This design comes from an exercise in tuning for small area, a short achievable clock period and few clock cycles on the open sky130 flow, not from production work. Function was checked by simulation only, so behaviour that the tests miss may differ from the original. Power and IR drop assume default switching activity.

$ cat design.v
module bq_encoder (
    input  wire        clk,
    input  wire        rst,           
    input  wire        start,
    output wire        start_ready,
    input  wire [3:0]  cfg_w,         
    input  wire [3:0]  cfg_h,         
    input  wire [3:0]  cfg_d,         
    input  wire [3:0]  cfg_c,         
    input  wire        pix_valid,
    output wire        pix_ready,
    input  wire [23:0] pix_data,
    output reg         res_valid,
    output reg  [7:0]  res_data,
    output reg         done,
    output reg  [7:0]  base_y,
    output reg  [7:0]  max_delta,
    output reg  [3:0]  rbn,
    output reg  [2:0]  shift,
    output reg  [7:0]  avg_cr,
    output reg  [7:0]  avg_cb,
    output reg  [6:0]  csize
);
    localparam Q = 3;           
    reg        rs;
    reg        in_active;       
    reg        start_ready_r, pix_ready_r;
    reg  [2:0] wm1, hm1;        
    reg  [2:0] col, row;        
    reg  [3:0] d_in, c_in;      
    reg  [3:0] d_blk, c_blk;    
    assign start_ready = start_ready_r;
    assign pix_ready   = pix_ready_r;
    wire st_acc   = start & ~in_active & ~rs;
    wire px_acc   = pix_valid & pix_ready_r;
    wire is_first = (col == 3'd0) & (row == 3'd0);
    wire is_last  = (col == wm1) & (row == hm1);
    reg [23:0] p0;  reg v0, f0, l0;
    reg [7:0]  y1;  reg [8:0] tr1, tb1;  reg v1, f1, l1;
    reg        cons;            
    reg  [6:0]  cnt;
    reg  [7:0]  min_y, max_y;
    reg  [13:0] sum_cr, sum_cb;
    reg  [7:0]  ybuf [0:63];
    reg  [5:0]  wptr, rptr;
    reg  [6:0]  occ;            
    reg  [6:0]  rdy;            
    reg  [16:0] dq [0:Q-1];
    reg  [1:0]  dq_wp, dq_rp;
    reg  [2:0]  dq_n;
    reg  [6:0]  div_n;
    reg  [3:0]  div_cnt;
    reg  [5:0]  rem_cr, rem_cb;
    reg         nb_cr, nb_cb;       
    wire rd_en = (rdy != 7'd0);
    wire [2:0] col_inc = (col == wm1) ? 3'd0 : col + 3'd1;
    wire [2:0] row_inc = (col == wm1) ? row + 3'd1 : row;
    wire       last_after_acc = (col_inc == wm1) & (row_inc == hm1);
    wire       last_after_st  = (cfg_w == 4'd1) & (cfg_h == 4'd1);
    wire [6:0] rdy_n   = rdy - {6'd0, rd_en} + (cons ? cnt : 7'd0);
    wire [6:0] occ_n0  = occ - {6'd0, rd_en};
    wire [6:0] occ_n1  = occ_n0 + 7'd1;
    wire       cons_n  = v1 & l1;
    wire       s1l_n   = v0 & l0;
    wire       n2_n    = (cnt != 7'd0);         
    wire       e0 = (rdy_n >= 7'd1);
    wire       e1 = (rdy_n >= 7'd2) | cons_n;
    wire       e2 = (rdy_n >= 7'd3) | s1l_n | (cons_n & n2_n);
    wire [1:0] g  = {1'b0, e0} + {1'b0, e1} + {1'b0, e2};
    wire [6:0] lim = 7'd63 + {5'd0, g};
    wire       occ_ok0 = (occ_n0 <= lim);
    wire       occ_ok1 = (occ_n1 <= lim);
    wire [5:0] hd_left = dq[dq_rp][5:0] - rptr;    
    wire       last_ok = ~(v0 & l0) & ~(v1 & l1) & ~cons &
                         (div_cnt <= 4'd4) & ((dq_n < Q) | (hd_left <= 6'd4));
    wire pr_st = occ_ok0 & (~last_after_st | last_ok);
    wire pr_px = ~is_last & occ_ok1 & (~last_after_acc | last_ok);
    wire pr_no = in_active & occ_ok0 & (~is_last | last_ok);
    always @(posedge clk) begin
        rs            <= rst;
        start_ready_r <= ~rst & (rs | (st_acc ? 1'b0 : (px_acc & is_last) ? 1'b1 : ~in_active));
        pix_ready_r   <= ~rst & ~rs & (st_acc ? pr_st : px_acc ? pr_px : pr_no);
        if (rs)
            in_active <= 1'b0;
        else if (st_acc)
            in_active <= 1'b1;
        else if (px_acc & is_last)
            in_active <= 1'b0;
        if (~in_active) begin
            wm1  <= cfg_w[2:0] - 3'd1;
            hm1  <= cfg_h[2:0] - 3'd1;
            col  <= 3'd0;
            row  <= 3'd0;
            d_in <= cfg_d;
            c_in <= cfg_c;
        end else if (px_acc) begin
            col <= col_inc;
            row <= row_inc;
        end
        if (pix_ready_r & is_last) begin
            d_blk <= d_in;
            c_blk <= c_in;
        end
    end
    wire [7:0] pr = p0[23:16], pg = p0[15:8], pb = p0[7:0];
    wire ys_1 = pr[0] ^ pr[2] ^ pr[3];
    wire ys_2 = (pr[0] & pr[2]) | (pr[0] & pr[3]) | (pr[2] & pr[3]);
    wire ys_3 = pr[1] ^ pr[3] ^ pr[4];
    wire ys_4 = (pr[1] & pr[3]) | (pr[1] & pr[4]) | (pr[3] & pr[4]);
    wire ys_5 = pr[6] ^ pg[2];
    wire ys_6 = pr[6] & pg[2];
    wire ys_7 = pr[2] ^ pr[4] ^ pr[5];
    wire ys_8 = (pr[2] & pr[4]) | (pr[2] & pr[5]) | (pr[4] & pr[5]);
    wire ys_9 = pr[7] ^ pg[3] ^ pg[5];
    wire ys_10 = (pr[7] & pg[3]) | (pr[7] & pg[5]) | (pg[3] & pg[5]);
    wire ys_11 = pg[6] ^ pb[0];
    wire ys_12 = pg[6] & pb[0];
    wire ys_13 = pr[3] ^ pr[5] ^ pr[6];
    wire ys_14 = (pr[3] & pr[5]) | (pr[3] & pr[6]) | (pr[5] & pr[6]);
    wire ys_15 = pg[0] ^ pg[4] ^ pg[6];
    wire ys_16 = (pg[0] & pg[4]) | (pg[0] & pg[6]) | (pg[4] & pg[6]);
    wire ys_17 = pg[7] ^ pb[1] ^ pb[3];
    wire ys_18 = (pg[7] & pb[1]) | (pg[7] & pb[3]) | (pb[1] & pb[3]);
    wire ys_19 = pb[4] ^ pb[5];
    wire ys_20 = pb[4] & pb[5];
    wire ys_21 = pr[0] ^ pr[4] ^ pr[6];
    wire ys_22 = (pr[0] & pr[4]) | (pr[0] & pr[6]) | (pr[4] & pr[6]);
    wire ys_23 = pr[7] ^ pg[1] ^ pg[5];
    wire ys_24 = (pr[7] & pg[1]) | (pr[7] & pg[5]) | (pg[1] & pg[5]);
    wire ys_25 = pg[7] ^ pb[2] ^ pb[4];
    wire ys_26 = (pg[7] & pb[2]) | (pg[7] & pb[4]) | (pb[2] & pb[4]);
    wire ys_27 = pb[5] ^ pb[6];
    wire ys_28 = pb[5] & pb[6];
    wire ys_29 = pr[1] ^ pr[5] ^ pr[7];
    wire ys_30 = (pr[1] & pr[5]) | (pr[1] & pr[7]) | (pr[5] & pr[7]);
    wire ys_31 = pg[2] ^ pg[6] ^ pb[0];
    wire ys_32 = (pg[2] & pg[6]) | (pg[2] & pb[0]) | (pg[6] & pb[0]);
    wire ys_33 = pb[3] ^ pb[5];
    wire ys_34 = pb[3] & pb[5];
    wire ys_35 = pr[2] ^ pr[6] ^ pg[0];
    wire ys_36 = (pr[2] & pr[6]) | (pr[2] & pg[0]) | (pr[6] & pg[0]);
    wire ys_37 = pg[3] ^ pg[7];
    wire ys_38 = pg[3] & pg[7];
    wire ys_39 = pr[0] ^ pr[3] ^ pr[7];
    wire ys_40 = (pr[0] & pr[3]) | (pr[0] & pr[7]) | (pr[3] & pr[7]);
    wire ys_41 = pg[0] ^ pg[1];
    wire ys_42 = pg[0] & pg[1];
    wire ys_43 = pr[0] ^ pr[1] ^ pr[4];
    wire ys_44 = (pr[0] & pr[1]) | (pr[0] & pr[4]) | (pr[1] & pr[4]);
    wire ys_45 = pg[1] ^ pg[2];
    wire ys_46 = pg[1] & pg[2];
    wire ys_47 = pr[1] ^ pr[2] ^ pr[5];
    wire ys_48 = (pr[1] & pr[2]) | (pr[1] & pr[5]) | (pr[2] & pr[5]);
    wire ys_49 = pg[0] ^ pg[2] ^ pg[3];
    wire ys_50 = (pg[0] & pg[2]) | (pg[0] & pg[3]) | (pg[2] & pg[3]);
    wire ys_51 = pg[6] ^ pb[0];
    wire ys_52 = pg[6] & pb[0];
    wire ys_53 = pr[2] ^ pr[3] ^ pr[6];
    wire ys_54 = (pr[2] & pr[3]) | (pr[2] & pr[6]) | (pr[3] & pr[6]);
    wire ys_55 = pg[1] ^ pg[3] ^ pg[4];
    wire ys_56 = (pg[1] & pg[3]) | (pg[1] & pg[4]) | (pg[3] & pg[4]);
    wire ys_57 = pg[7] ^ pb[1];
    wire ys_58 = pg[7] & pb[1];
    wire ys_59 = pr[0] ^ pr[3] ^ pr[4];
    wire ys_60 = (pr[0] & pr[3]) | (pr[0] & pr[4]) | (pr[3] & pr[4]);
    wire ys_61 = pr[7] ^ pg[2] ^ pg[4];
    wire ys_62 = (pr[7] & pg[2]) | (pr[7] & pg[4]) | (pg[2] & pg[4]);
    wire ys_63 = pg[5] ^ pb[2];
    wire ys_64 = pg[5] & pb[2];
    wire ys_65 = pr[1] ^ pr[4] ^ pr[5];
    wire ys_66 = (pr[1] & pr[4]) | (pr[1] & pr[5]) | (pr[4] & pr[5]);
    wire ys_67 = pg[0] ^ pg[3] ^ pg[5];
    wire ys_68 = (pg[0] & pg[3]) | (pg[0] & pg[5]) | (pg[3] & pg[5]);
    wire ys_69 = pg[6] ^ pb[3];
    wire ys_70 = pg[6] & pb[3];
    wire ys_71 = pr[2] ^ pr[5] ^ pr[6];
    wire ys_72 = (pr[2] & pr[5]) | (pr[2] & pr[6]) | (pr[5] & pr[6]);
    wire ys_73 = pg[1] ^ pg[4] ^ pg[6];
    wire ys_74 = (pg[1] & pg[4]) | (pg[1] & pg[6]) | (pg[4] & pg[6]);
    wire ys_75 = pr[3] ^ pr[6] ^ pr[7];
    wire ys_76 = (pr[3] & pr[6]) | (pr[3] & pr[7]) | (pr[6] & pr[7]);
    wire ys_77 = pr[0] ^ pr[1];
    wire ys_78 = pr[0] & pr[1];
    wire ys_79 = pr[1] ^ pr[2] ^ pr[4];
    wire ys_80 = (pr[1] & pr[2]) | (pr[1] & pr[4]) | (pr[2] & pr[4]);
    wire ys_81 = pg[0] ^ pg[2] ^ pg[3];
    wire ys_82 = (pg[0] & pg[2]) | (pg[0] & pg[3]) | (pg[2] & pg[3]);
    wire ys_83 = pr[5] ^ pg[1] ^ pg[3];
    wire ys_84 = (pr[5] & pg[1]) | (pr[5] & pg[3]) | (pg[1] & pg[3]);
    wire ys_85 = pg[4] ^ pb[0] ^ pb[1];
    wire ys_86 = (pg[4] & pb[0]) | (pg[4] & pb[1]) | (pb[0] & pb[1]);
    wire ys_87 = pb[2] ^ pb[3];
    wire ys_88 = pb[2] & pb[3];
    wire ys_89 = pg[4] ^ pg[5] ^ pb[1];
    wire ys_90 = (pg[4] & pg[5]) | (pg[4] & pb[1]) | (pg[5] & pb[1]);
    wire ys_91 = pb[2] ^ pb[3] ^ pb[4];
    wire ys_92 = (pb[2] & pb[3]) | (pb[2] & pb[4]) | (pb[3] & pb[4]);
    wire ys_93 = ys_3 ^ ys_5 ^ ys_2;
    wire ys_94 = (ys_3 & ys_5) | (ys_3 & ys_2) | (ys_5 & ys_2);
    wire ys_95 = pb[2] ^ pb[3] ^ pb[4];
    wire ys_96 = (pb[2] & pb[3]) | (pb[2] & pb[4]) | (pb[3] & pb[4]);
    wire ys_97 = pb[5] ^ ys_7 ^ ys_9;
    wire ys_98 = (pb[5] & ys_7) | (pb[5] & ys_9) | (ys_7 & ys_9);
    wire ys_99 = ys_11 ^ ys_4 ^ ys_6;
    wire ys_100 = (ys_11 & ys_4) | (ys_11 & ys_6) | (ys_4 & ys_6);
    wire ys_101 = pb[6] ^ 1'b1 ^ ys_13;
    wire ys_102 = (pb[6] & 1'b1) | (pb[6] & ys_13) | (1'b1 & ys_13);
    wire ys_103 = ys_15 ^ ys_17 ^ ys_19;
    wire ys_104 = (ys_15 & ys_17) | (ys_15 & ys_19) | (ys_17 & ys_19);
    wire ys_105 = ys_8 ^ ys_10 ^ ys_12;
    wire ys_106 = (ys_8 & ys_10) | (ys_8 & ys_12) | (ys_10 & ys_12);
    wire ys_107 = pb[7] ^ ys_21 ^ ys_23;
    wire ys_108 = (pb[7] & ys_21) | (pb[7] & ys_23) | (ys_21 & ys_23);
    wire ys_109 = ys_25 ^ ys_27 ^ ys_14;
    wire ys_110 = (ys_25 & ys_27) | (ys_25 & ys_14) | (ys_27 & ys_14);
    wire ys_111 = ys_16 ^ ys_18 ^ ys_20;
    wire ys_112 = (ys_16 & ys_18) | (ys_16 & ys_20) | (ys_18 & ys_20);
    wire ys_113 = pb[6] ^ pb[7] ^ ys_29;
    wire ys_114 = (pb[6] & pb[7]) | (pb[6] & ys_29) | (pb[7] & ys_29);
    wire ys_115 = ys_31 ^ ys_33 ^ ys_22;
    wire ys_116 = (ys_31 & ys_33) | (ys_31 & ys_22) | (ys_33 & ys_22);
    wire ys_117 = ys_24 ^ ys_26 ^ ys_28;
    wire ys_118 = (ys_24 & ys_26) | (ys_24 & ys_28) | (ys_26 & ys_28);
    wire ys_119 = pb[1] ^ pb[4] ^ pb[6];
    wire ys_120 = (pb[1] & pb[4]) | (pb[1] & pb[6]) | (pb[4] & pb[6]);
    wire ys_121 = pb[7] ^ ys_35 ^ ys_37;
    wire ys_122 = (pb[7] & ys_35) | (pb[7] & ys_37) | (ys_35 & ys_37);
    wire ys_123 = ys_30 ^ ys_32 ^ ys_34;
    wire ys_124 = (ys_30 & ys_32) | (ys_30 & ys_34) | (ys_32 & ys_34);
    wire ys_125 = pg[4] ^ pb[0] ^ pb[2];
    wire ys_126 = (pg[4] & pb[0]) | (pg[4] & pb[2]) | (pb[0] & pb[2]);
    wire ys_127 = pb[5] ^ pb[7] ^ ys_39;
    wire ys_128 = (pb[5] & pb[7]) | (pb[5] & ys_39) | (pb[7] & ys_39);
    wire ys_129 = ys_41 ^ ys_36 ^ ys_38;
    wire ys_130 = (ys_41 & ys_36) | (ys_41 & ys_38) | (ys_36 & ys_38);
    wire ys_131 = pg[5] ^ pb[0] ^ pb[1];
    wire ys_132 = (pg[5] & pb[0]) | (pg[5] & pb[1]) | (pb[0] & pb[1]);
    wire ys_133 = pb[3] ^ pb[6] ^ ys_43;
    wire ys_134 = (pb[3] & pb[6]) | (pb[3] & ys_43) | (pb[6] & ys_43);
    wire ys_135 = ys_45 ^ ys_40 ^ ys_42;
    wire ys_136 = (ys_45 & ys_40) | (ys_45 & ys_42) | (ys_40 & ys_42);
    wire ys_137 = pb[1] ^ pb[2] ^ pb[4];
    wire ys_138 = (pb[1] & pb[2]) | (pb[1] & pb[4]) | (pb[2] & pb[4]);
    wire ys_139 = pb[7] ^ ys_47 ^ ys_49;
    wire ys_140 = (pb[7] & ys_47) | (pb[7] & ys_49) | (ys_47 & ys_49);
    wire ys_141 = ys_51 ^ ys_44 ^ ys_46;
    wire ys_142 = (ys_51 & ys_44) | (ys_51 & ys_46) | (ys_44 & ys_46);
    wire ys_143 = pb[2] ^ pb[3] ^ pb[5];
    wire ys_144 = (pb[2] & pb[3]) | (pb[2] & pb[5]) | (pb[3] & pb[5]);
    wire ys_145 = ys_53 ^ ys_55 ^ ys_57;
    wire ys_146 = (ys_53 & ys_55) | (ys_53 & ys_57) | (ys_55 & ys_57);
    wire ys_147 = ys_48 ^ ys_50 ^ ys_52;
    wire ys_148 = (ys_48 & ys_50) | (ys_48 & ys_52) | (ys_50 & ys_52);
    wire ys_149 = pb[3] ^ pb[4] ^ pb[6];
    wire ys_150 = (pb[3] & pb[4]) | (pb[3] & pb[6]) | (pb[4] & pb[6]);
    wire ys_151 = ys_59 ^ ys_61 ^ ys_63;
    wire ys_152 = (ys_59 & ys_61) | (ys_59 & ys_63) | (ys_61 & ys_63);
    wire ys_153 = ys_54 ^ ys_56 ^ ys_58;
    wire ys_154 = (ys_54 & ys_56) | (ys_54 & ys_58) | (ys_56 & ys_58);
    wire ys_155 = pb[4] ^ pb[5] ^ pb[7];
    wire ys_156 = (pb[4] & pb[5]) | (pb[4] & pb[7]) | (pb[5] & pb[7]);
    wire ys_157 = ys_65 ^ ys_67 ^ ys_69;
    wire ys_158 = (ys_65 & ys_67) | (ys_65 & ys_69) | (ys_67 & ys_69);
    wire ys_159 = ys_60 ^ ys_62 ^ ys_64;
    wire ys_160 = (ys_60 & ys_62) | (ys_60 & ys_64) | (ys_62 & ys_64);
    wire ys_161 = pg[7] ^ pb[4] ^ pb[5];
    wire ys_162 = (pg[7] & pb[4]) | (pg[7] & pb[5]) | (pb[4] & pb[5]);
    wire ys_163 = pb[6] ^ ys_71 ^ ys_73;
    wire ys_164 = (pb[6] & ys_71) | (pb[6] & ys_73) | (ys_71 & ys_73);
    wire ys_165 = ys_66 ^ ys_68 ^ ys_70;
    wire ys_166 = (ys_66 & ys_68) | (ys_66 & ys_70) | (ys_68 & ys_70);
    wire ys_167 = pg[2] ^ pg[5] ^ pg[7];
    wire ys_168 = (pg[2] & pg[5]) | (pg[2] & pg[7]) | (pg[5] & pg[7]);
    wire ys_169 = pb[5] ^ pb[6] ^ pb[7];
    wire ys_170 = (pb[5] & pb[6]) | (pb[5] & pb[7]) | (pb[6] & pb[7]);
    wire ys_171 = ys_75 ^ ys_72 ^ ys_74;
    wire ys_172 = (ys_75 & ys_72) | (ys_75 & ys_74) | (ys_72 & ys_74);
    wire ys_173 = pr[4] ^ pr[7] ^ pg[3];
    wire ys_174 = (pr[4] & pr[7]) | (pr[4] & pg[3]) | (pr[7] & pg[3]);
    wire ys_175 = pg[6] ^ pb[6] ^ pb[7];
    wire ys_176 = (pg[6] & pb[6]) | (pg[6] & pb[7]) | (pb[6] & pb[7]);
    wire ys_177 = pr[0] ^ pr[2];
    wire ys_178 = pr[0] & pr[2];
    wire ys_179 = pr[3] ^ pg[1] ^ pg[2];
    wire ys_180 = (pr[3] & pg[1]) | (pr[3] & pg[2]) | (pg[1] & pg[2]);
    wire ys_181 = pb[0] ^ pb[1];
    wire ys_182 = pb[0] & pb[1];
    wire ys_183 = pb[0] ^ pb[1] ^ pb[2];
    wire ys_184 = (pb[0] & pb[1]) | (pb[0] & pb[2]) | (pb[1] & pb[2]);
    wire ys_185 = ys_79 ^ ys_81 ^ ys_78;
    wire ys_186 = (ys_79 & ys_81) | (ys_79 & ys_78) | (ys_81 & ys_78);
    wire ys_187 = ys_1 ^ ys_83 ^ ys_85;
    wire ys_188 = (ys_1 & ys_83) | (ys_1 & ys_85) | (ys_83 & ys_85);
    wire ys_189 = ys_87 ^ ys_80 ^ ys_82;
    wire ys_190 = (ys_87 & ys_80) | (ys_87 & ys_82) | (ys_80 & ys_82);
    wire ys_191 = ys_89 ^ ys_91 ^ ys_93;
    wire ys_192 = (ys_89 & ys_91) | (ys_89 & ys_93) | (ys_91 & ys_93);
    wire ys_193 = ys_84 ^ ys_86 ^ ys_88;
    wire ys_194 = (ys_84 & ys_86) | (ys_84 & ys_88) | (ys_86 & ys_88);
    wire ys_195 = ys_95 ^ ys_97 ^ ys_99;
    wire ys_196 = (ys_95 & ys_97) | (ys_95 & ys_99) | (ys_97 & ys_99);
    wire ys_197 = ys_90 ^ ys_92 ^ ys_94;
    wire ys_198 = (ys_90 & ys_92) | (ys_90 & ys_94) | (ys_92 & ys_94);
    wire ys_199 = ys_101 ^ ys_103 ^ ys_105;
    wire ys_200 = (ys_101 & ys_103) | (ys_101 & ys_105) | (ys_103 & ys_105);
    wire ys_201 = ys_96 ^ ys_98 ^ ys_100;
    wire ys_202 = (ys_96 & ys_98) | (ys_96 & ys_100) | (ys_98 & ys_100);
    wire ys_203 = ys_107 ^ ys_109 ^ ys_111;
    wire ys_204 = (ys_107 & ys_109) | (ys_107 & ys_111) | (ys_109 & ys_111);
    wire ys_205 = ys_102 ^ ys_104 ^ ys_106;
    wire ys_206 = (ys_102 & ys_104) | (ys_102 & ys_106) | (ys_104 & ys_106);
    wire ys_207 = ys_113 ^ ys_115 ^ ys_117;
    wire ys_208 = (ys_113 & ys_115) | (ys_113 & ys_117) | (ys_115 & ys_117);
    wire ys_209 = ys_108 ^ ys_110 ^ ys_112;
    wire ys_210 = (ys_108 & ys_110) | (ys_108 & ys_112) | (ys_110 & ys_112);
    wire ys_211 = ys_119 ^ ys_121 ^ ys_123;
    wire ys_212 = (ys_119 & ys_121) | (ys_119 & ys_123) | (ys_121 & ys_123);
    wire ys_213 = ys_114 ^ ys_116 ^ ys_118;
    wire ys_214 = (ys_114 & ys_116) | (ys_114 & ys_118) | (ys_116 & ys_118);
    wire ys_215 = ys_125 ^ ys_127 ^ ys_129;
    wire ys_216 = (ys_125 & ys_127) | (ys_125 & ys_129) | (ys_127 & ys_129);
    wire ys_217 = ys_120 ^ ys_122 ^ ys_124;
    wire ys_218 = (ys_120 & ys_122) | (ys_120 & ys_124) | (ys_122 & ys_124);
    wire ys_219 = ys_131 ^ ys_133 ^ ys_135;
    wire ys_220 = (ys_131 & ys_133) | (ys_131 & ys_135) | (ys_133 & ys_135);
    wire ys_221 = ys_126 ^ ys_128 ^ ys_130;
    wire ys_222 = (ys_126 & ys_128) | (ys_126 & ys_130) | (ys_128 & ys_130);
    wire ys_223 = ys_137 ^ ys_139 ^ ys_141;
    wire ys_224 = (ys_137 & ys_139) | (ys_137 & ys_141) | (ys_139 & ys_141);
    wire ys_225 = ys_132 ^ ys_134 ^ ys_136;
    wire ys_226 = (ys_132 & ys_134) | (ys_132 & ys_136) | (ys_134 & ys_136);
    wire ys_227 = ys_143 ^ ys_145 ^ ys_147;
    wire ys_228 = (ys_143 & ys_145) | (ys_143 & ys_147) | (ys_145 & ys_147);
    wire ys_229 = ys_138 ^ ys_140 ^ ys_142;
    wire ys_230 = (ys_138 & ys_140) | (ys_138 & ys_142) | (ys_140 & ys_142);
    wire ys_231 = ys_149 ^ ys_151 ^ ys_153;
    wire ys_232 = (ys_149 & ys_151) | (ys_149 & ys_153) | (ys_151 & ys_153);
    wire ys_233 = ys_144 ^ ys_146 ^ ys_148;
    wire ys_234 = (ys_144 & ys_146) | (ys_144 & ys_148) | (ys_146 & ys_148);
    wire ys_235 = ys_155 ^ ys_157 ^ ys_159;
    wire ys_236 = (ys_155 & ys_157) | (ys_155 & ys_159) | (ys_157 & ys_159);
    wire ys_237 = ys_150 ^ ys_152 ^ ys_154;
    wire ys_238 = (ys_150 & ys_152) | (ys_150 & ys_154) | (ys_152 & ys_154);
    wire ys_239 = ys_161 ^ ys_163 ^ ys_165;
    wire ys_240 = (ys_161 & ys_163) | (ys_161 & ys_165) | (ys_163 & ys_165);
    wire ys_241 = ys_156 ^ ys_158 ^ ys_160;
    wire ys_242 = (ys_156 & ys_158) | (ys_156 & ys_160) | (ys_158 & ys_160);
    wire ys_243 = ys_167 ^ ys_169 ^ ys_171;
    wire ys_244 = (ys_167 & ys_169) | (ys_167 & ys_171) | (ys_169 & ys_171);
    wire ys_245 = ys_162 ^ ys_164 ^ ys_166;
    wire ys_246 = (ys_162 & ys_164) | (ys_162 & ys_166) | (ys_164 & ys_166);
    wire ys_247 = ys_76 ^ ys_173 ^ ys_175;
    wire ys_248 = (ys_76 & ys_173) | (ys_76 & ys_175) | (ys_173 & ys_175);
    wire ys_249 = ys_168 ^ ys_170 ^ ys_172;
    wire ys_250 = (ys_168 & ys_170) | (ys_168 & ys_172) | (ys_170 & ys_172);
    wire ys_251 = pr[5] ^ pg[4] ^ pg[7];
    wire ys_252 = (pr[5] & pg[4]) | (pr[5] & pg[7]) | (pg[4] & pg[7]);
    wire ys_253 = pb[7] ^ ys_174 ^ ys_176;
    wire ys_254 = (pb[7] & ys_174) | (pb[7] & ys_176) | (ys_174 & ys_176);
    wire ys_255 = pg[0] ^ pg[1];
    wire ys_256 = pg[0] & pg[1];
    wire ys_257 = ys_77 ^ ys_179 ^ ys_181;
    wire ys_258 = (ys_77 & ys_179) | (ys_77 & ys_181) | (ys_179 & ys_181);
    wire ys_259 = ys_183 ^ ys_185 ^ ys_180;
    wire ys_260 = (ys_183 & ys_185) | (ys_183 & ys_180) | (ys_185 & ys_180);
    wire ys_261 = ys_187 ^ ys_189 ^ ys_184;
    wire ys_262 = (ys_187 & ys_189) | (ys_187 & ys_184) | (ys_189 & ys_184);
    wire ys_263 = ys_191 ^ ys_193 ^ ys_188;
    wire ys_264 = (ys_191 & ys_193) | (ys_191 & ys_188) | (ys_193 & ys_188);
    wire ys_265 = ys_195 ^ ys_197 ^ ys_192;
    wire ys_266 = (ys_195 & ys_197) | (ys_195 & ys_192) | (ys_197 & ys_192);
    wire ys_267 = ys_199 ^ ys_201 ^ ys_196;
    wire ys_268 = (ys_199 & ys_201) | (ys_199 & ys_196) | (ys_201 & ys_196);
    wire ys_269 = ys_203 ^ ys_205 ^ ys_200;
    wire ys_270 = (ys_203 & ys_205) | (ys_203 & ys_200) | (ys_205 & ys_200);
    wire ys_271 = ys_207 ^ ys_209 ^ ys_204;
    wire ys_272 = (ys_207 & ys_209) | (ys_207 & ys_204) | (ys_209 & ys_204);
    wire ys_273 = ys_211 ^ ys_213 ^ ys_208;
    wire ys_274 = (ys_211 & ys_213) | (ys_211 & ys_208) | (ys_213 & ys_208);
    wire ys_275 = ys_215 ^ ys_217 ^ ys_212;
    wire ys_276 = (ys_215 & ys_217) | (ys_215 & ys_212) | (ys_217 & ys_212);
    wire ys_277 = ys_219 ^ ys_221 ^ ys_216;
    wire ys_278 = (ys_219 & ys_221) | (ys_219 & ys_216) | (ys_221 & ys_216);
    wire ys_279 = ys_223 ^ ys_225 ^ ys_220;
    wire ys_280 = (ys_223 & ys_225) | (ys_223 & ys_220) | (ys_225 & ys_220);
    wire ys_281 = ys_227 ^ ys_229 ^ ys_224;
    wire ys_282 = (ys_227 & ys_229) | (ys_227 & ys_224) | (ys_229 & ys_224);
    wire ys_283 = ys_231 ^ ys_233 ^ ys_228;
    wire ys_284 = (ys_231 & ys_233) | (ys_231 & ys_228) | (ys_233 & ys_228);
    wire ys_285 = ys_235 ^ ys_237 ^ ys_232;
    wire ys_286 = (ys_235 & ys_237) | (ys_235 & ys_232) | (ys_237 & ys_232);
    wire ys_287 = ys_239 ^ ys_241 ^ ys_236;
    wire ys_288 = (ys_239 & ys_241) | (ys_239 & ys_236) | (ys_241 & ys_236);
    wire ys_289 = ys_243 ^ ys_245 ^ ys_240;
    wire ys_290 = (ys_243 & ys_245) | (ys_243 & ys_240) | (ys_245 & ys_240);
    wire ys_291 = ys_247 ^ ys_249 ^ ys_244;
    wire ys_292 = (ys_247 & ys_249) | (ys_247 & ys_244) | (ys_249 & ys_244);
    wire ys_293 = ys_251 ^ ys_253 ^ ys_248;
    wire ys_294 = (ys_251 & ys_253) | (ys_251 & ys_248) | (ys_253 & ys_248);
    wire ys_295 = pr[6] ^ pg[5] ^ ys_252;
    wire ys_296 = (pr[6] & pg[5]) | (pr[6] & ys_252) | (pg[5] & ys_252);
    wire ys_297 = pb[0] ^ ys_177;
    wire ys_298 = pb[0] & ys_177;
    wire ys_299 = ys_178 ^ ys_257 ^ ys_256;
    wire ys_300 = (ys_178 & ys_257) | (ys_178 & ys_256) | (ys_257 & ys_256);
    wire ys_301 = ys_182 ^ ys_259 ^ ys_258;
    wire ys_302 = (ys_182 & ys_259) | (ys_182 & ys_258) | (ys_259 & ys_258);
    wire ys_303 = ys_186 ^ ys_261 ^ ys_260;
    wire ys_304 = (ys_186 & ys_261) | (ys_186 & ys_260) | (ys_261 & ys_260);
    wire ys_305 = ys_190 ^ ys_263 ^ ys_262;
    wire ys_306 = (ys_190 & ys_263) | (ys_190 & ys_262) | (ys_263 & ys_262);
    wire ys_307 = ys_194 ^ ys_265 ^ ys_264;
    wire ys_308 = (ys_194 & ys_265) | (ys_194 & ys_264) | (ys_265 & ys_264);
    wire ys_309 = ys_198 ^ ys_267 ^ ys_266;
    wire ys_310 = (ys_198 & ys_267) | (ys_198 & ys_266) | (ys_267 & ys_266);
    wire ys_311 = ys_202 ^ ys_269 ^ ys_268;
    wire ys_312 = (ys_202 & ys_269) | (ys_202 & ys_268) | (ys_269 & ys_268);
    wire ys_313 = ys_206 ^ ys_271 ^ ys_270;
    wire ys_314 = (ys_206 & ys_271) | (ys_206 & ys_270) | (ys_271 & ys_270);
    wire ys_315 = ys_210 ^ ys_273 ^ ys_272;
    wire ys_316 = (ys_210 & ys_273) | (ys_210 & ys_272) | (ys_273 & ys_272);
    wire ys_317 = ys_214 ^ ys_275 ^ ys_274;
    wire ys_318 = (ys_214 & ys_275) | (ys_214 & ys_274) | (ys_275 & ys_274);
    wire ys_319 = ys_218 ^ ys_277 ^ ys_276;
    wire ys_320 = (ys_218 & ys_277) | (ys_218 & ys_276) | (ys_277 & ys_276);
    wire ys_321 = ys_222 ^ ys_279 ^ ys_278;
    wire ys_322 = (ys_222 & ys_279) | (ys_222 & ys_278) | (ys_279 & ys_278);
    wire ys_323 = ys_226 ^ ys_281 ^ ys_280;
    wire ys_324 = (ys_226 & ys_281) | (ys_226 & ys_280) | (ys_281 & ys_280);
    wire ys_325 = ys_230 ^ ys_283 ^ ys_282;
    wire ys_326 = (ys_230 & ys_283) | (ys_230 & ys_282) | (ys_283 & ys_282);
    wire ys_327 = ys_234 ^ ys_285 ^ ys_284;
    wire ys_328 = (ys_234 & ys_285) | (ys_234 & ys_284) | (ys_285 & ys_284);
    wire ys_329 = ys_238 ^ ys_287 ^ ys_286;
    wire ys_330 = (ys_238 & ys_287) | (ys_238 & ys_286) | (ys_287 & ys_286);
    wire ys_331 = ys_242 ^ ys_289 ^ ys_288;
    wire ys_332 = (ys_242 & ys_289) | (ys_242 & ys_288) | (ys_289 & ys_288);
    wire ys_333 = ys_246 ^ ys_291 ^ ys_290;
    wire ys_334 = (ys_246 & ys_291) | (ys_246 & ys_290) | (ys_291 & ys_290);
    wire ys_335 = ys_250 ^ ys_293 ^ ys_292;
    wire ys_336 = (ys_250 & ys_293) | (ys_250 & ys_292) | (ys_293 & ys_292);
    wire ys_337 = ys_254 ^ ys_295 ^ ys_294;
    wire ys_338 = (ys_254 & ys_295) | (ys_254 & ys_294) | (ys_295 & ys_294);
    wire ys_339 = pr[7] ^ pg[6] ^ ys_296;
    wire ys_340 = (pr[7] & pg[6]) | (pr[7] & ys_296) | (pg[6] & ys_296);
    wire [25:0] ys_a = {1'b0, pg[7], ys_339, ys_337, ys_335, ys_333, ys_331, ys_329, ys_327, ys_325, ys_323, ys_321, ys_319, ys_317, ys_315, ys_313, ys_311, ys_309, ys_307, ys_305, ys_303, ys_301, ys_299, ys_255, pr[1], pr[0]};
    wire [25:0] ys_b = {1'b0, ys_340, ys_338, ys_336, ys_334, ys_332, ys_330, ys_328, ys_326, ys_324, ys_322, ys_320, ys_318, ys_316, ys_314, ys_312, ys_310, ys_308, ys_306, ys_304, ys_302, ys_300, ys_298, ys_297, pg[0], 1'b0};
    wire [25:0] y_acc = ys_a + ys_b;
    wire [7:0]  y0 = y_acc[25:18];
    always @(posedge clk) begin
        p0  <= pix_data;
        f0  <= is_first;
        l0  <= is_last;
        y1  <= y0;
        tr1 <= {1'b0, p0[23:16]} + {1'b0, ~y0} + 9'd1;
        tb1 <= {1'b0, p0[7:0]}   + {1'b0, ~y0} + 9'd1;
        f1  <= f0;
        l1  <= l0;
        v0  <= px_acc & ~rs;
        if (rs) begin
            v1   <= 1'b0;
            cons <= 1'b0;
        end else begin
            v1   <= v0;
            cons <= v1 & l1;
        end
    end
    wire crs_1 = tr1[1] ^ tr1[2];
    wire crs_2 = tr1[1] & tr1[2];
    wire crs_3 = tr1[0] ^ tr1[2] ^ tr1[3];
    wire crs_4 = (tr1[0] & tr1[2]) | (tr1[0] & tr1[3]) | (tr1[2] & tr1[3]);
    wire crs_5 = tr1[0] ^ tr1[1] ^ tr1[3];
    wire crs_6 = (tr1[0] & tr1[1]) | (tr1[0] & tr1[3]) | (tr1[1] & tr1[3]);
    wire crs_7 = tr1[4] ^ tr1[6];
    wire crs_8 = tr1[4] & tr1[6];
    wire crs_9 = tr1[1] ^ tr1[2] ^ tr1[4];
    wire crs_10 = (tr1[1] & tr1[2]) | (tr1[1] & tr1[4]) | (tr1[2] & tr1[4]);
    wire crs_11 = tr1[5] ^ tr1[7] ^ 1'b1;
    wire crs_12 = (tr1[5] & tr1[7]) | (tr1[5] & 1'b1) | (tr1[7] & 1'b1);
    wire crs_13 = tr1[0] ^ tr1[2] ^ tr1[3];
    wire crs_14 = (tr1[0] & tr1[2]) | (tr1[0] & tr1[3]) | (tr1[2] & tr1[3]);
    wire crs_15 = tr1[5] ^ tr1[6] ^ tr1[8];
    wire crs_16 = (tr1[5] & tr1[6]) | (tr1[5] & tr1[8]) | (tr1[6] & tr1[8]);
    wire crs_17 = tr1[1] ^ tr1[3] ^ tr1[4];
    wire crs_18 = (tr1[1] & tr1[3]) | (tr1[1] & tr1[4]) | (tr1[3] & tr1[4]);
    wire crs_19 = tr1[6] ^ tr1[7] ^ 1'b1;
    wire crs_20 = (tr1[6] & tr1[7]) | (tr1[6] & 1'b1) | (tr1[7] & 1'b1);
    wire crs_21 = tr1[2] ^ tr1[4] ^ tr1[5];
    wire crs_22 = (tr1[2] & tr1[4]) | (tr1[2] & tr1[5]) | (tr1[4] & tr1[5]);
    wire crs_23 = tr1[7] ^ tr1[8];
    wire crs_24 = tr1[7] & tr1[8];
    wire crs_25 = tr1[3] ^ tr1[5] ^ tr1[6];
    wire crs_26 = (tr1[3] & tr1[5]) | (tr1[3] & tr1[6]) | (tr1[5] & tr1[6]);
    wire crs_27 = tr1[4] ^ tr1[6];
    wire crs_28 = tr1[4] & tr1[6];
    wire crs_29 = tr1[0] ^ tr1[1];
    wire crs_30 = tr1[0] & tr1[1];
    wire crs_31 = tr1[4] ^ tr1[8] ^ 1'b1;
    wire crs_32 = (tr1[4] & tr1[8]) | (tr1[4] & 1'b1) | (tr1[8] & 1'b1);
    wire crs_33 = tr1[5] ^ 1'b1 ^ crs_3;
    wire crs_34 = (tr1[5] & 1'b1) | (tr1[5] & crs_3) | (1'b1 & crs_3);
    wire crs_35 = 1'b1 ^ crs_5 ^ crs_7;
    wire crs_36 = (1'b1 & crs_5) | (1'b1 & crs_7) | (crs_5 & crs_7);
    wire crs_37 = crs_9 ^ crs_11 ^ crs_6;
    wire crs_38 = (crs_9 & crs_11) | (crs_9 & crs_6) | (crs_11 & crs_6);
    wire crs_39 = crs_13 ^ crs_15 ^ crs_10;
    wire crs_40 = (crs_13 & crs_15) | (crs_13 & crs_10) | (crs_15 & crs_10);
    wire crs_41 = crs_17 ^ crs_19 ^ crs_14;
    wire crs_42 = (crs_17 & crs_19) | (crs_17 & crs_14) | (crs_19 & crs_14);
    wire crs_43 = crs_21 ^ crs_23 ^ crs_18;
    wire crs_44 = (crs_21 & crs_23) | (crs_21 & crs_18) | (crs_23 & crs_18);
    wire crs_45 = tr1[8] ^ crs_25 ^ crs_22;
    wire crs_46 = (tr1[8] & crs_25) | (tr1[8] & crs_22) | (crs_25 & crs_22);
    wire crs_47 = tr1[7] ^ 1'b1 ^ crs_27;
    wire crs_48 = (tr1[7] & 1'b1) | (tr1[7] & crs_27) | (1'b1 & crs_27);
    wire crs_49 = tr1[5] ^ tr1[7] ^ tr1[8];
    wire crs_50 = (tr1[5] & tr1[7]) | (tr1[5] & tr1[8]) | (tr1[7] & tr1[8]);
    wire crs_51 = tr1[0] ^ tr1[2];
    wire crs_52 = tr1[0] & tr1[2];
    wire crs_53 = tr1[3] ^ tr1[7] ^ crs_29;
    wire crs_54 = (tr1[3] & tr1[7]) | (tr1[3] & crs_29) | (tr1[7] & crs_29);
    wire crs_55 = crs_1 ^ crs_31 ^ crs_30;
    wire crs_56 = (crs_1 & crs_31) | (crs_1 & crs_30) | (crs_31 & crs_30);
    wire crs_57 = crs_2 ^ crs_33 ^ crs_32;
    wire crs_58 = (crs_2 & crs_33) | (crs_2 & crs_32) | (crs_33 & crs_32);
    wire crs_59 = crs_4 ^ crs_35 ^ crs_34;
    wire crs_60 = (crs_4 & crs_35) | (crs_4 & crs_34) | (crs_35 & crs_34);
    wire crs_61 = crs_8 ^ crs_37 ^ crs_36;
    wire crs_62 = (crs_8 & crs_37) | (crs_8 & crs_36) | (crs_37 & crs_36);
    wire crs_63 = crs_12 ^ crs_39 ^ crs_38;
    wire crs_64 = (crs_12 & crs_39) | (crs_12 & crs_38) | (crs_39 & crs_38);
    wire crs_65 = crs_16 ^ crs_41 ^ crs_40;
    wire crs_66 = (crs_16 & crs_41) | (crs_16 & crs_40) | (crs_41 & crs_40);
    wire crs_67 = crs_20 ^ crs_43 ^ crs_42;
    wire crs_68 = (crs_20 & crs_43) | (crs_20 & crs_42) | (crs_43 & crs_42);
    wire crs_69 = crs_24 ^ crs_45 ^ crs_44;
    wire crs_70 = (crs_24 & crs_45) | (crs_24 & crs_44) | (crs_45 & crs_44);
    wire crs_71 = crs_26 ^ crs_47 ^ crs_46;
    wire crs_72 = (crs_26 & crs_47) | (crs_26 & crs_46) | (crs_47 & crs_46);
    wire crs_73 = crs_28 ^ crs_49 ^ crs_48;
    wire crs_74 = (crs_28 & crs_49) | (crs_28 & crs_48) | (crs_49 & crs_48);
    wire crs_75 = tr1[6] ^ tr1[8] ^ crs_50;
    wire crs_76 = (tr1[6] & tr1[8]) | (tr1[6] & crs_50) | (tr1[8] & crs_50);
    wire crs_77 = tr1[7] ^ 1'b1;
    wire crs_78 = tr1[7] & 1'b1;
    wire crs_79 = tr1[8] ^ 1'b1;
    wire crs_80 = tr1[8] & 1'b1;
    wire [21:0] crs_a = {1'b1, crs_79, crs_77, crs_75, crs_73, crs_71, crs_69, crs_67, crs_65, crs_63, crs_61, crs_59, crs_57, crs_55, crs_53, tr1[6], tr1[1], tr1[0], tr1[3], tr1[2], tr1[1], tr1[0]};
    wire [21:0] crs_b = {crs_80, crs_78, crs_76, crs_74, crs_72, crs_70, crs_68, crs_66, crs_64, crs_62, crs_60, crs_58, crs_56, crs_54, crs_52, crs_51, tr1[5], tr1[4], 1'b0, 1'b0, 1'b0, 1'b0};
    wire cbs_1 = tb1[5] ^ tb1[6];
    wire cbs_2 = tb1[5] & tb1[6];
    wire cbs_3 = tb1[0] ^ tb1[6] ^ tb1[7];
    wire cbs_4 = (tb1[0] & tb1[6]) | (tb1[0] & tb1[7]) | (tb1[6] & tb1[7]);
    wire cbs_5 = tb1[1] ^ tb1[7];
    wire cbs_6 = tb1[1] & tb1[7];
    wire cbs_7 = tb1[0] ^ tb1[1];
    wire cbs_8 = tb1[0] & tb1[1];
    wire cbs_9 = tb1[1] ^ tb1[2] ^ tb1[4];
    wire cbs_10 = (tb1[1] & tb1[2]) | (tb1[1] & tb1[4]) | (tb1[2] & tb1[4]);
    wire cbs_11 = tb1[2] ^ tb1[3] ^ tb1[5];
    wire cbs_12 = (tb1[2] & tb1[3]) | (tb1[2] & tb1[5]) | (tb1[3] & tb1[5]);
    wire cbs_13 = tb1[3] ^ tb1[4] ^ tb1[6];
    wire cbs_14 = (tb1[3] & tb1[4]) | (tb1[3] & tb1[6]) | (tb1[4] & tb1[6]);
    wire cbs_15 = tb1[4] ^ tb1[5] ^ tb1[7];
    wire cbs_16 = (tb1[4] & tb1[5]) | (tb1[4] & tb1[7]) | (tb1[5] & tb1[7]);
    wire cbs_17 = tb1[8] ^ 1'b1 ^ cbs_1;
    wire cbs_18 = (tb1[8] & 1'b1) | (tb1[8] & cbs_1) | (1'b1 & cbs_1);
    wire cbs_19 = 1'b1 ^ cbs_3 ^ cbs_2;
    wire cbs_20 = (1'b1 & cbs_3) | (1'b1 & cbs_2) | (cbs_3 & cbs_2);
    wire cbs_21 = tb1[8] ^ cbs_5 ^ cbs_4;
    wire cbs_22 = (tb1[8] & cbs_5) | (tb1[8] & cbs_4) | (cbs_5 & cbs_4);
    wire cbs_23 = tb1[2] ^ tb1[8] ^ cbs_6;
    wire cbs_24 = (tb1[2] & tb1[8]) | (tb1[2] & cbs_6) | (tb1[8] & cbs_6);
    wire cbs_25 = tb1[0] ^ tb1[3] ^ 1'b1;
    wire cbs_26 = (tb1[0] & tb1[3]) | (tb1[0] & 1'b1) | (tb1[3] & 1'b1);
    wire cbs_27 = tb1[1] ^ tb1[4] ^ 1'b1;
    wire cbs_28 = (tb1[1] & tb1[4]) | (tb1[1] & 1'b1) | (tb1[4] & 1'b1);
    wire cbs_29 = tb1[2] ^ tb1[5] ^ 1'b1;
    wire cbs_30 = (tb1[2] & tb1[5]) | (tb1[2] & 1'b1) | (tb1[5] & 1'b1);
    wire cbs_31 = tb1[3] ^ tb1[6] ^ 1'b1;
    wire cbs_32 = (tb1[3] & tb1[6]) | (tb1[3] & 1'b1) | (tb1[6] & 1'b1);
    wire cbs_33 = tb1[4] ^ tb1[7] ^ 1'b1;
    wire cbs_34 = (tb1[4] & tb1[7]) | (tb1[4] & 1'b1) | (tb1[7] & 1'b1);
    wire cbs_35 = tb1[5] ^ tb1[8];
    wire cbs_36 = tb1[5] & tb1[8];
    wire cbs_37 = tb1[6] ^ 1'b1;
    wire cbs_38 = tb1[6] & 1'b1;
    wire cbs_39 = tb1[7] ^ 1'b1;
    wire cbs_40 = tb1[7] & 1'b1;
    wire cbs_41 = tb1[8] ^ 1'b1;
    wire cbs_42 = tb1[8] & 1'b1;
    wire [21:0] cbs_a = {1'b1, cbs_41, cbs_39, cbs_37, cbs_35, cbs_33, cbs_31, cbs_29, cbs_27, cbs_25, cbs_23, cbs_21, cbs_19, cbs_17, cbs_15, cbs_13, cbs_11, cbs_9, tb1[3], tb1[0], tb1[1], tb1[0]};
    wire [21:0] cbs_b = {cbs_42, cbs_40, cbs_38, cbs_36, cbs_34, cbs_32, cbs_30, cbs_28, cbs_26, cbs_24, cbs_22, cbs_20, cbs_18, cbs_16, cbs_14, cbs_12, cbs_10, cbs_8, cbs_7, tb1[2], 1'b0, 1'b0};
    wire [21:0] cr_num = crs_a + crs_b;
    wire [21:0] cb_num = cbs_a + cbs_b;
    wire [7:0]  cr = cr_num[20:13];
    wire [7:0]  cb = cb_num[20:13];
    always @(posedge clk) begin
        if (v1) begin
            ybuf[wptr] <= y1;
            if (f1 | (y1 < min_y)) min_y <= y1;
            if (f1 | (y1 > max_y)) max_y <= y1;
        end
        sum_cr <= ((v1 & f1) ? 14'd0 : sum_cr) + {6'd0, cr & {8{v1}}};
        sum_cb <= ((v1 & f1) ? 14'd0 : sum_cb) + {6'd0, cb & {8{v1}}};
        if (rs | cons)
            cnt <= 7'd0;
        else if (v1)
            cnt <= cnt + 7'd1;
    end
    wire [7:0] delta = max_y - min_y;
    reg  [3:0] rbn_c;
    integer k;
    always @(*) begin
        rbn_c = 4'd0;
        for (k = 0; k < 8; k = k + 1)
            if (delta > (8'd1 << k))
                rbn_c = k[3:0] + 4'd1;
    end
    wire [3:0] shift_c = (rbn_c > d_blk) ? (rbn_c - d_blk) : 4'd0;
    wire [9:0] nd      = cnt * d_blk;
    wire [6:0] csize_c = (delta != 8'd0) ? (7'd4 + nd[9:3] + {6'd0, (nd[2:0] != 3'd0)}) : 7'd4;
    wire [7:0] keep    = ~(8'hff >> c_blk);       
    wire [6:0] rem2_cr = {rem_cr, nb_cr};
    wire [6:0] rem2_cb = {rem_cb, nb_cb};
    wire       ge_cr   = (rem2_cr >= div_n);
    wire       ge_cb   = (rem2_cb >= div_n);
    wire [6:0] sub_cr  = rem2_cr - div_n;
    wire [6:0] sub_cb  = rem2_cb - div_n;
    always @(posedge clk) begin
        if (cons) begin
            base_y    <= min_y;
            max_delta <= delta;
            rbn       <= rbn_c;
            shift     <= shift_c[2:0];
            csize     <= csize_c;
            div_n     <= cnt;
            rem_cr    <= sum_cr[13:8];
            rem_cb    <= sum_cb[13:8];
            avg_cr    <= sum_cr[7:0] & keep;
            avg_cb    <= sum_cb[7:0] & keep;
            nb_cr     <= sum_cr[7];
            nb_cb     <= sum_cb[7];
        end else if (div_cnt != 4'd0) begin
            rem_cr <= ge_cr ? sub_cr[5:0] : rem2_cr[5:0];
            rem_cb <= ge_cb ? sub_cb[5:0] : rem2_cb[5:0];
            avg_cr <= {avg_cr[6:0], ge_cr};
            nb_cr  <= avg_cr[6];
            nb_cb  <= avg_cb[6];
            avg_cb <= {avg_cb[6:0], ge_cb};
        end
        done <= ~rst & ~rs & (div_cnt == 4'd1);
        if (rs)
            div_cnt <= 4'd0;
        else if (cons)
            div_cnt <= c_blk;
        else if (div_cnt != 4'd0)
            div_cnt <= div_cnt - 4'd1;
    end
    wire [16:0] head     = dq[dq_rp];
    reg  [7:0]  rd_y;
    integer ri;
    always @(*) begin
        rd_y = 8'd0;
        for (ri = 0; ri < 64; ri = ri + 1)
            rd_y = rd_y | (ybuf[ri] & {8{rptr == ri[5:0]}});
    end
    wire [7:0]  rd_d     = rd_y - head[16:9];
    wire        blk_end  = (rptr == head[5:0]);
    wire        dq_pop   = rd_en & blk_end;
    always @(posedge clk) begin
        res_data  <= rd_d >> head[8:6];
        res_valid <= ~rst & ~rs & rd_en;
        if (cons)
            dq[dq_wp] <= {min_y, shift_c[2:0], wptr - 6'd1};
        if (rs) begin
            wptr  <= 6'd0;
            rptr  <= 6'd0;
            occ   <= 7'd0;
            rdy   <= 7'd0;
            dq_wp <= 2'd0;
            dq_rp <= 2'd0;
            dq_n  <= 3'd0;
        end else begin
            if (v1) wptr <= wptr + 6'd1;
            if (rd_en) rptr <= rptr + 6'd1;
            occ <= px_acc ? occ_n1 : occ_n0;
            rdy <= rdy_n;
            if (cons) dq_wp <= (dq_wp == Q - 1) ? 2'd0 : dq_wp + 2'd1;
            if (dq_pop) dq_rp <= (dq_rp == Q - 1) ? 2'd0 : dq_rp + 2'd1;
            dq_n <= dq_n + {2'd0, cons} - {2'd0, dq_pop};
        end
    end
endmodule
$ cat flow/run.sh
#!/bin/bash
# The standard layout, with buf_4 port buffers instead of the cell buffer_ports picks by
# default (it picks a slow delay cell when timing has slack to spare).
set -euo pipefail
export BUFFER_PORTS_ARGS="-buffer_cell sky130_fd_sc_hd__buf_4"
bash standard.sh > standard.log 2>&1
$ cat standard.sh
#!/bin/bash
# synth_recipe.tcl (not shown) runs the flow's synth.tcl, then flattens the netlist and writes it again
# the make line also repeats each setting of config.mk as NAME=value (left out here)
make -C /OpenROAD-flow-scripts/flow DESIGN_CONFIG=/design/flow/config.mk WORK_HOME=/design/flow/orfs CLKGATE_MAP_FILE= SYNTH_SCRIPT=/design/flow/synth_recipe.tcl "${@:-finish}"
$ cat config.mk
export PLATFORM = sky130hd
export DESIGN_NAME = bq_encoder
export DESIGN_NICKNAME = bq_encoder
export VERILOG_FILES = /design/flow/design.v
export SDC_FILE = /design/flow/constraint.sdc
export NUM_CORES = 4
export LEC_CHECK = 0
export CAP_MARGIN = 20
export CORE_MARGIN = 2
export CORE_UTILIZATION = 40
export CTS_CLUSTER_DIAMETER = 80
export CTS_CLUSTER_SIZE = 25
export GPL_ROUTABILITY_DRIVEN = 0
export GPL_TIMING_DRIVEN = 0
export SLEW_MARGIN = 20
$ cat constraint.sdc
create_clock -name core_clock -period 33.0 [get_ports {clk}]
set_input_delay 6.6000 -clock core_clock [delete_from_list [all_inputs] [get_ports {clk}]]
set_output_delay 6.6000 -clock core_clock [all_outputs]
set_load 0.01 [all_outputs]
==> summary.txt <==
## cell usage in the layout, fill, tap and decap left out, types with 14 or more instances in the layout
cell type	netlist	routed
xor2_1	52	52
nor2b_1	25	25
buf_2	13	14
nand3_1	48	47
a22o_1	64	64
a22oi_1	84	84
and3_1	18	18
fa_1	202	202
or3_1	15	15
nor3_1	49	44
nand3b_1	19	19
nor2_2	7	69
o21a_1	16	16
nand2b_1	20	20
clkbuf_16	0	47
ha_1	248	248
buf_4	3	116
o21ai_0	78	78
dfxtp_1	151	142
nand2_1	146	146
clkbuf_1	42	48
a21o_1	39	39
inv_1	395	395
and2_1	37	37
a221oi_1	69	69
edfxtp_1	668	668
nor2_1	256	194
a21oi_1	121	121
nand4_1	48	48
xnor2_1	80	80
mux2i_1	40	40
o21bai_1	14	14
## routing by layer
| metal | track usage | wire length (um) | vias up |
|---|---|---|---|
| met4 | 0.0863 | 5270 | 0 |
| met2 | 0.357 | 54700 | 1279 |
| met5 | 0 | 0 | - |
| met1 | 0.301 | 48000 | 13400 |
| li1 | - | - | 12000 |
| met3 | 0.0470 | 11900 | 260 |
## report_power, final
part / total [mW] / internal [mW] / switching [mW]
Combinational: 2.38 / 1.01 / 1.37
Clock: 0.658 / 0.282 / 0.376
Sequential: 1.44 / 1.33 / 0.116
## metrics by stage
stage,utilization,setup slack [ps],cell area [sq um],total power [mW]
2_1_floorplan,-,25570,41500,3.16
3_3_place_gp,0.426,25340,43900,3.81
3_5_place_dp,0.432,25320,44600,3.86
4_1_cts,0.447,25080,46100,4.52
5_1_grt,0.447,25080,46200,4.90
6_report,0.447,25110,46200,4.48
## sequential cells by signal (all words and copies together), names as in the netlist, 7 cells and up, named ones only
signal,flops
avg_cb,8
avg_cr,8
base_y,8
cnt,7
csize,7
div_n,7
dq,51
max_delta,8
max_y,8
min_y,8
occ,7
p0,24
rdy,7
res_data,8
sum_cb,14
sum_cr,14
tb1,9
tr1,9
y1,8
ybuf,512
## logic make-up after synthesis
| family | share of synthesized area |
|---|---|
| buffers and inverters | 0.0443 |
| muxes | 0.0132 |
| AOI/OAI and AO/OA | 0.0983 |
| and+or+nand+nor | 0.0865 |
| DFF | 0.557 |
| xor gates and xnor gates | 0.0285 |
| adders and majority gates | 0.172 |
## how the worst max path moves through the flow
stage                     to  depth (start not counted)
6_report           avg_cr[2]                          1
5_1_grt            avg_cb[1]                          1
4_1_cts            avg_cr[2]                          1
3_5_place_dp   start_ready_r                          5
3_3_place_gp          occ[4]                          6
2_1_floorplan    pix_ready_r                          6
## area by class of cell
cell class                      count  area [sq um]  share of cell area
Clock inverter                     21           313             0.00678
Multi-Input combinational cell   1943         16700               0.363
Clock buffer                       53          1200              0.0260
Sequential cell                   819         23100               0.501
Tap cell                         1380          1730              0.0374
Timing Repair Buffer              137          1240              0.0268
Buffer                             72           335             0.00727
Inverter                          400          1500              0.0325
==> results.py <==
metrics = {
    "flow_run": {
        "max_cap_viol_count": 0,
    },
    "timing": {
        "final-setup-viol-count": 0,
        "hold_ws_ps": 335,
        "fmax_mhz": 127,
        "finalHoldViolCount": 0,
        "skew_ps": 72.9,
        "period_minus_slack_ps": 7890,
        "fin_crit_sh": 0.239,
        "fin_setup_tns_ps": 0,
        "slew_headroom": 0.123,
        "rsz0062_at_grt": "no",
        "maxSlewViolCount": 0,
        "tightest_slew_ps": 1310,
    },
    "clock_tree": {
        "cts_resized": 0,
        "clockRootBuffer": "clkbuf_16",
        "cts_buffers": 46,
        "cts_tree": "yes",
        "hold_buffers": 0,
        "cts.sinks": 819,
        "clock_path_buffers": 3,
        "cts_setup_buffers": 0,
        "clk_latency_ps": 690,
        "clk_pin_slew_worst_paths_ps": 100,
        "htreeDepth": 2,
    },
    "floorplanning": {
        "num_io_pins": 102,
        "die_w_um": 326,
        "rows": 118,
        "die_area_sq_um": 106000,
        "initial_core_util": 0.402,
        "fp.coreArea_sq_um": 103000,
        "die_y_um": 326,
    },
    "grt": {
        "grt_pass1_wl_um": 176000,
        "grt_max_degree": 69,
        "grt_pass1_vias": 26400,
        "antenna_found_initial": 1,
        "grt_usage": 0.224,
        "overflow": 0,
    },
    "yosys": {
        "synth.most_common_cell": "edfxtp_1",
        "postSynthCellCount": 3234,
        "post-synth-top-area-cell": "edfxtp_1",
        "syn-num-nets": 3728,
        "synth_area_per_cell_sq_um": 12.8,
        "ys_top_cells_by_area": "edfxtp_1 (48%), fa_1 (9.8%), ha_1 (7.5%), dfxtp_1 (7.3%), inv_1 (3.6%)",
        "synth-edff-count": 668,
        "synth_ff_type": "edfxtp_1",
        "synth_seq_cells": 819,
        "async_flop_share": 0,
        "synth_commonest_cells": "edfxtp_1 (668), inv_1 (395), nor2_1 (256)",
        "yosysWarnings": 1,
        "synthDominantCellAreaShare": 0.484,
        "ys_seq_area_frac": 0.557,
        "ys_types": 88,
        "syn_area_sq_um": 41500,
    },
    "power_and_ir_drop": {
        "p_per_area_nw_per_um2": 97.0,
        "p_leak_nw": 17.6,
        "peakVddDrop_uv": 162,
    },
    "hold_path": {
        "min_from": "f0",
        "min_to": "f1",
        "holdCritPathClass": "reg -> reg",
        "hold_path_depth": 0,
    },
    "layout": {
        "area_growth_pct": 11.3,
        "diodes": 0,
        "nNetsFinal": 3913,
        "nFillCells": 9364,
        "drive_above_1_share": 0.100,
        "stdcell_count": 4825,
    },
    "worst_setup_path": {
        "r2r-start": "p0[19]",
        "cp.arrival_ps": 1290,
        "path_max_fanout": 2,
        "cpLargestDelayFamily": "flip-flops",
        "max_stage_delay_ps": 470,
        "r2r_slack_ps": 25820,
        "critPathLaunchType": "register",
        "cp.required_ps": 26400,
        "cp_num_buf_inv": 1,
        "r2r_end": "tb1[8]",
        "critPathSlowestCell": "edfxtp_1",
        "crit_path_start": "avg_cr[2]",
        "worstSetupPathType": "reg -> out",
        "cp-end-kind": "output pin",
        "ff2ff_path_depth": 26,
        "crit_chain": "buf_4",
    },
    "placed_design": {
        "dp.cells": 4748,
        "io_buffers": 101,
        "hpwlAfterDp_um": 87200,
    },
    "routing": {
        "initialDrtViolationCount": 3288,
        "wl_per_cell_um": 24.8,
        "drt-pass1-iter-count": 8,
        "via_count": 26900,
        "antenna_left": 0,
        "drc": 0,
        "vias_per_cell": 5.57,
        "wirelength_um": 120000,
    },
    "outcome": {
        "status": "finished clean",
    },
}
Testbench counts, summed over its fixed seeds: cycles 10,641.

==> separate check: timing with driven ports <==
No port has a modelled driver above. Below, the same layout with a new extraction and two added sets of constraints.
Step 1 (the two cells are an assumption about what drives the block):
set clk [get_ports {clk}]
set_driving_cell -lib_cell sky130_fd_sc_hd__clkbuf_16 $clk
set_driving_cell -lib_cell sky130_fd_sc_hd__buf_2 [delete_from_list [all_inputs] $clk]
Step 2 adds t to the input delays and takes it off the output delays; t is the mean of the earliest and latest rising clock arrival at the registers after step 1. Input paths then give back, and output paths get back, about the clock's delay inside the block.
Three values: ideal ports, drivers, drivers and shift; two values: the first two.
t (ns): 0.729
setup slack, ns: 25.109 / 25.037 / 25.287
worst hold slack (ns): 0.335 / 0.335 / 0.335
latest minus earliest clock arrival (ns): 0.082 / 0.082
pins driven straight from the clock port: 1
After both steps setup and hold are still met in this run. For this run, drivers alone change the setup slack by -0.072 ns; drivers and shift together by +0.178 ns.
